Source: an optimization exercise on an open RTL-to-GDS flow (aim: small area and a short achievable clock period). Production flows keep margins and buffers that such runs may drop.
RTL that was checked went through simulation tests only; none was proved equivalent to the original.
Power figures rest on the tool's default switching activity, not on a simulated workload.

// pwm_block
module pwm_block (
    input  wire        clk,
    input  wire        rst,
    input  wire        fast_tick,
    input  wire        slow_tick,
    input  wire        cmd_valid,
    input  wire [31:0] cmd,
    output reg         rsp_valid,
    output reg  [2:0]  rsp_err,
    output reg  [31:0] rsp_data,
    output wire [5:0]  out
);
Settings: LEC_CHECK=0, ABC_AREA=1, CAP_MARGIN=20, CORE_MARGIN=2, CORE_UTILIZATION=40, SLEW_MARGIN=20, SYNTH_HIERARCHICAL=1, BUFFER_PORTS_ARGS=-buffer_cell sky130_fd_sc_hd__buf_1, CTS_ARGS=-sink_clustering_enable -repair_clock_nets -dont_use_dummy_load -buf_list sky130_fd_sc_hd__clkbuf_8, SETUP_SLACK_MARGIN=7.5; clock period 12.0 ns.
standard.sh (not shown) runs the stock make flow with config.mk's settings and CLKGATE_MAP_FILE= SYNTH_SCRIPT=/design/flow/synth_recipe.tcl, a recipe that flattens the netlist after the stock synthesis.
==> flow/flow/run.sh <==
#!/bin/bash
# Layout flow: the standard ORFS flow (standard.sh) with these changes:
#  * synthesis is the standard synthesis script, except that ABC maps the
#    logic with the area-oriented script flow/abc.script (registers, their
#    names and cell types are untouched);
#  * ports are buffered with buf_1 cells instead of delay buffers;
#  * CTS uses the buffers in CTS_BUF_LIST without dummy loads.
# Each tool's output goes to the ORFS logs under orfs/logs and to flow_*.log here.
set -euo pipefail
W=$(pwd)
F=$W/flow

# synthesis script: synth_recipe.tcl sourcing a copy of ORFS synth.tcl whose
# abc call uses our script
sed "s#^  log_cmd abc {\*}\$abc_args#  log_cmd abc -script $F/abc.script {*}[lrange \$abc_args 2 end]#" \
    "$FLOW_HOME/scripts/synth.tcl" > "$W/my_synth.tcl"
grep -q "abc -script $F/abc.script" "$W/my_synth.tcl"
sed "s#source \$::env(SCRIPTS_DIR)/synth.tcl#source $W/my_synth.tcl#" "$W/synth_recipe.tcl" > "$W/my_synth_recipe.tcl"
grep -q "source $W/my_synth.tcl" "$W/my_synth_recipe.tcl"

cat "$F/extra.mk" >> "$W/config.mk"

sed "s#SYNTH_SCRIPT=[^ ]*synth_recipe.tcl#SYNTH_SCRIPT=$W/my_synth_recipe.tcl#" "$W/standard.sh" > "$W/my_standard.sh"
grep -q "SYNTH_SCRIPT=$W/my_synth_recipe.tcl" "$W/my_standard.sh"

bash "$W/my_standard.sh" > "$W/flow_make.log" 2>&1
==> flow/flow/abc.script <==
strash
&get -n
&dch
&nf
&put
==> flow/flow/extra.mk <==
export BUFFER_PORTS_ARGS = -buffer_cell sky130_fd_sc_hd__buf_1
export CTS_ARGS = -sink_clustering_enable -repair_clock_nets -dont_use_dummy_load -buf_list sky130_fd_sc_hd__clkbuf_8
export SETUP_SLACK_MARGIN = 7.5
The first run completed with no timing, DRC or antenna violations.
Rerun with:
==> flow/flow/extra.mk (replaced) <==
export BUFFER_PORTS_ARGS = -buffer_cell sky130_fd_sc_hd__buf_1
export CTS_ARGS = -sink_clustering_enable -repair_clock_nets -dont_use_dummy_load -buf_list sky130_fd_sc_hd__clkbuf_8
export SETUP_SLACK_MARGIN = 6.5
--- a/flow/config.mk
+++ b/flow/config.mk
@@ -15,2 +15,2 @@
 export CTS_ARGS = -sink_clustering_enable -repair_clock_nets -dont_use_dummy_load -buf_list sky130_fd_sc_hd__clkbuf_8
-export SETUP_SLACK_MARGIN = 7.5
+export SETUP_SLACK_MARGIN = 6.5
=> Final area came out lower by 15%; register-to-register slack loses 0.55 ns; worst setup slack loses 0.63 ns; wire length came out lower by 9.7%; clock-buffer cell count stays the same; core utilization came out lower by 8.2 points; final cell count came out lower by 5.6%.
No run of this note included a check of the RTL's function; only the layout flow was run.

== main ==
pwm_block, a different RTL version from the one above (not shown whole).
Size: about 140 flip-flops, about 79 I/O pins.
==> flow/config.mk <==
export PLATFORM = sky130hd
export DESIGN_NAME = pwm_block
export DESIGN_NICKNAME = pwm_block
export VERILOG_FILES = /design/flow/design.v
export SDC_FILE = /design/flow/constraint.sdc
export NUM_CORES = 4
export LEC_CHECK = 0
export ABC_AREA = 1
export CAP_MARGIN = 20
export CORE_MARGIN = 2
export CORE_UTILIZATION = 40
export SLEW_MARGIN = 20
export BUFFER_PORTS_ARGS = -buffer_cell sky130_fd_sc_hd__buf_1
export CTS_ARGS = -sink_clustering_enable -repair_clock_nets -dont_use_dummy_load -buf_list sky130_fd_sc_hd__clkbuf_8
==> flow/constraint.sdc <==
create_clock -name core_clock -period 12.0 [get_ports {clk}]
set_input_delay 2.4000 -clock core_clock [delete_from_list [all_inputs] [get_ports {clk}]]
set_output_delay 2.4000 -clock core_clock [all_outputs]
set_load 0.01 [all_outputs]
==> flow/flow/extra.mk <==
export BUFFER_PORTS_ARGS = -buffer_cell sky130_fd_sc_hd__buf_1
export CTS_ARGS = -sink_clustering_enable -repair_clock_nets -dont_use_dummy_load -buf_list sky130_fd_sc_hd__clkbuf_8
Scripts as last shown in full above: flow/flow/run.sh, flow/flow/abc.script
Setup changes, main to the feature branch
==> flow/flow/abc.script <==
strash
ifraig
scorr
dc2
strash
&get -n
&dch -f
&nf
&put
## What came out
Of main and the feature branch, the higher final design instance area without fill belongs to main. Delta (the feature branch minus main): non-clock buffer count dropped 2; share of the clock period used by the worst path shows an increase of 3.8 points; via count moved down. Against main as the reference, the feature branch delivers a higher complex-gate fraction of the synthesized area. Routed length on met2 delta for the feature branch relative to main: 390 um higher. Diff main -> the feature branch: mux cell area share after synthesis shrank by 0.46 points; initial DRC count +2.9%; number of optimization iterations in the first detailed-route pass now larger. Taking main over the feature branch, the largest net degree at the start of global routing ratio works out to 0.944.

== P ==
pwm_block, a different RTL version from the one above (not shown whole).
Size in the first run: roughly 140 flip-flops, roughly 79 I/O pins, about 0.0073 sq mm of cells after synthesis.
export LEC_CHECK = 0
export ABC_AREA = 1
export CAP_MARGIN = 20
export CORE_MARGIN = 2
export CORE_UTILIZATION = 40
export SLEW_MARGIN = 20
export BUFFER_PORTS_ARGS = -buffer_cell sky130_fd_sc_hd__buf_1
export CTS_ARGS = -sink_clustering_enable -repair_clock_nets -dont_use_dummy_load -buf_list sky130_fd_sc_hd__clkbuf_8
export SETUP_SLACK_MARGIN = 6.8
create_clock -name core_clock -period 12.0 [get_ports {clk}]
==> flow/flow/abc.script <==
strash
&get -n
&dch
&nf
&put
==> flow/flow/extra.mk <==
export BUFFER_PORTS_ARGS = -buffer_cell sky130_fd_sc_hd__buf_1
export CTS_ARGS = -sink_clustering_enable -repair_clock_nets -dont_use_dummy_load -buf_list sky130_fd_sc_hd__clkbuf_8
export SETUP_SLACK_MARGIN = 6.8
Scripts as last shown in full above: flow/flow/run.sh
Setup changes, P to Q
==> flow/flow/extra.mk <==
export BUFFER_PORTS_ARGS = -buffer_cell sky130_fd_sc_hd__buf_1
export CTS_ARGS = -sink_clustering_enable -repair_clock_nets -dont_use_dummy_load -buf_list sky130_fd_sc_hd__clkbuf_8
export SETUP_SLACK_MARGIN = 7
diff --git a/flow/config.mk b/flow/config.mk
--- a/flow/config.mk
+++ b/flow/config.mk
@@ -10,3 +10,3 @@
 export CORE_MARGIN = 2
-export CORE_UTILIZATION = 40
+export CORE_UTILIZATION = 50
 export SLEW_MARGIN = 20
@@ -14,2 +14,2 @@
 export CTS_ARGS = -sink_clustering_enable -repair_clock_nets -dont_use_dummy_load -buf_list sky130_fd_sc_hd__clkbuf_8
-export SETUP_SLACK_MARGIN = 6.8
+export SETUP_SLACK_MARGIN = 7
## What came out
The worst setup slack reported for Q is greater than that of P by 0.19 ns. On register-to-register setup slack, Q and P are neck and neck. Q ends up with lower layout net count than P does. The total clock network power in Q sits about 2% below the value recorded for P. Startpoint of the most critical setup path: fast_tick -> Q, cmd[11] -> P. Of Q and P, Q shows the lower share of total power in the clock network, with P above it. Q ended up with fast_q[31] as its endpoint of the worst setup timing path; P ended up with fast_q[9].
For R, these inputs were changed with respect to Q:
diff --git a/flow/config.mk b/flow/config.mk
--- a/flow/config.mk
+++ b/flow/config.mk
@@ -10,3 +10,3 @@
 export CORE_MARGIN = 2
-export CORE_UTILIZATION = 50
+export CORE_UTILIZATION = 40
 export SLEW_MARGIN = 20
### Flow results
Between Q and R, share of cell area taken by flip-flops and latches is lower for R, Q comes in above that. NOTE: total chip power in R exceeds that of Q. Capturing element of the worst setup path = fast_q[31]: Q; capturing element of the worst setup path = out_q[2]: R. R vs. Q: relative slew slack went up by 4.4 points; clock power held; time the final worst path needs with I/O delays and setup level; placed wire-length estimate after detailed placement went down by about 3%. | global router's overall resource usage | higher: Q |. Measured slew at the worst slew-check pin: lower on R. On worst hold slack, Q and R are basically level. Diff Q -> R | final design area excluding fillers | increase of 0.53%.
Modified inputs, S compared to R
==> flow/flow/extra.mk <==
export BUFFER_PORTS_ARGS = -buffer_cell sky130_fd_sc_hd__buf_1
export CTS_ARGS = -sink_clustering_enable -repair_clock_nets -dont_use_dummy_load -buf_list sky130_fd_sc_hd__clkbuf_8
export SETUP_SLACK_MARGIN = 6.5
diff --git a/flow/config.mk b/flow/config.mk
--- a/flow/config.mk
+++ b/flow/config.mk
@@ -14,2 +14,2 @@
 export CTS_ARGS = -sink_clustering_enable -repair_clock_nets -dont_use_dummy_load -buf_list sky130_fd_sc_hd__clkbuf_8
-export SETUP_SLACK_MARGIN = 7
+export SETUP_SLACK_MARGIN = 6.5
--- outcome ---
The worst slack after detailed placement in S sits 0.67 ns below the value recorded for R. Looking at fmax, S sits 18 MHz lower than R does. [compare] base=R new=S: critical path depth went down, final worst slack moved down, routing usage on met2 decreased by 1.4 points relative to the old numbers, final cell count went down 20. Lower relative contribution of combinational cells to total power was reported by S, not R. Compared with R, S shows a synthesis-to-finish area growth that is 6.2 points lower. Where minimum setup slack among reg-to-reg paths is concerned, R is better than S. Against R, routed wire length in S fell by a few percent.
The following lists how T was set up differently from S:
==> flow/flow/extra.mk <==
export BUFFER_PORTS_ARGS = -buffer_cell sky130_fd_sc_hd__buf_1
export CTS_ARGS = -sink_clustering_enable -repair_clock_nets -dont_use_dummy_load -buf_list sky130_fd_sc_hd__clkbuf_8
export SETUP_SLACK_MARGIN = 7
diff --git a/flow/config.mk b/flow/config.mk
--- a/flow/config.mk
+++ b/flow/config.mk
@@ -12,4 +12,5 @@
 export SLEW_MARGIN = 20
+export TNS_END_PERCENT = 20
 export BUFFER_PORTS_ARGS = -buffer_cell sky130_fd_sc_hd__buf_1
 export CTS_ARGS = -sink_clustering_enable -repair_clock_nets -dont_use_dummy_load -buf_list sky130_fd_sc_hd__clkbuf_8
-export SETUP_SLACK_MARGIN = 6.5
+export SETUP_SLACK_MARGIN = 7
[summary]
| number of fill cells | higher: T |
T and S ended up with roughly the same global-route wire length before repair.
T vs. S: minimum period implied by the final worst setup slack went down by 0.31 ns.
Going from S to T, the utilization after layout was found to have gone up by 3.0 points.
Summary of T over S: clock-pin slew on the worst setup and hold paths +0.02 ns; via total after detailed routing +2.7%; initial antenna violation count +1; critical path depth +2; routed wire length +540 microns.
When T is set beside S, its sequential fraction of design power turns out to be 0.4 points smaller.

-- static timing again, ports no longer ideal --
How much do the figures lean on ideal ports? The routed layouts below were timed once more, with nothing changed but the port constraints.
Step 1 sets driving cells, clkbuf_16 on the clock port and buf_2 on the other inputs (assumed; they add their load-dependent delay and slew).
Step 2 times the ports against the registers' clock, not the clock port: input delays grow and output delays shrink by t, the midpoint of the rising clock arrivals with the driver on.
Slacks: no drivers / after step 1 / after step 2; pairs: no drivers / after step 1.
run	t (ns)	setup slack, ns	hold WS [ns]	latest minus earliest clock arrival (ns)
the first run of note 1	0.491	7.305 / 7.298 / 6.806	0.472 / 0.472 / 0.472	0.023 / 0.023
the second run of note 1	0.475	6.677 / 6.644 / 6.169	0.482 / 0.482 / 0.482	0.025 / 0.026
main	0.473	5.701 / 5.708 / 5.235	0.475 / 0.475 / 0.475	0.028 / 0.028
the feature branch	0.482	5.242 / 5.257 / 4.775	0.473 / 0.473 / 0.473	0.028 / 0.028
P	0.480	6.915 / 6.938 / 6.458	0.477 / 0.477 / 0.477	0.044 / 0.043
Q	0.474	7.109 / 7.127 / 6.653	0.489 / 0.489 / 0.489	0.035 / 0.036
R	0.483	7.111 / 7.127 / 6.645	0.487 / 0.487 / 0.487	0.037 / 0.037
S	0.477	6.645 / 6.657 / 6.180	0.486 / 0.486 / 0.486	0.028 / 0.028
T	0.475	6.956 / 6.958 / 6.484	0.482 / 0.482 / 0.482	0.029 / 0.029
After both steps setup and hold are still met in every run listed. For the second run of note 1, which loses most, drivers alone change the setup slack by -0.033 ns; drivers and shift together by -0.508 ns.
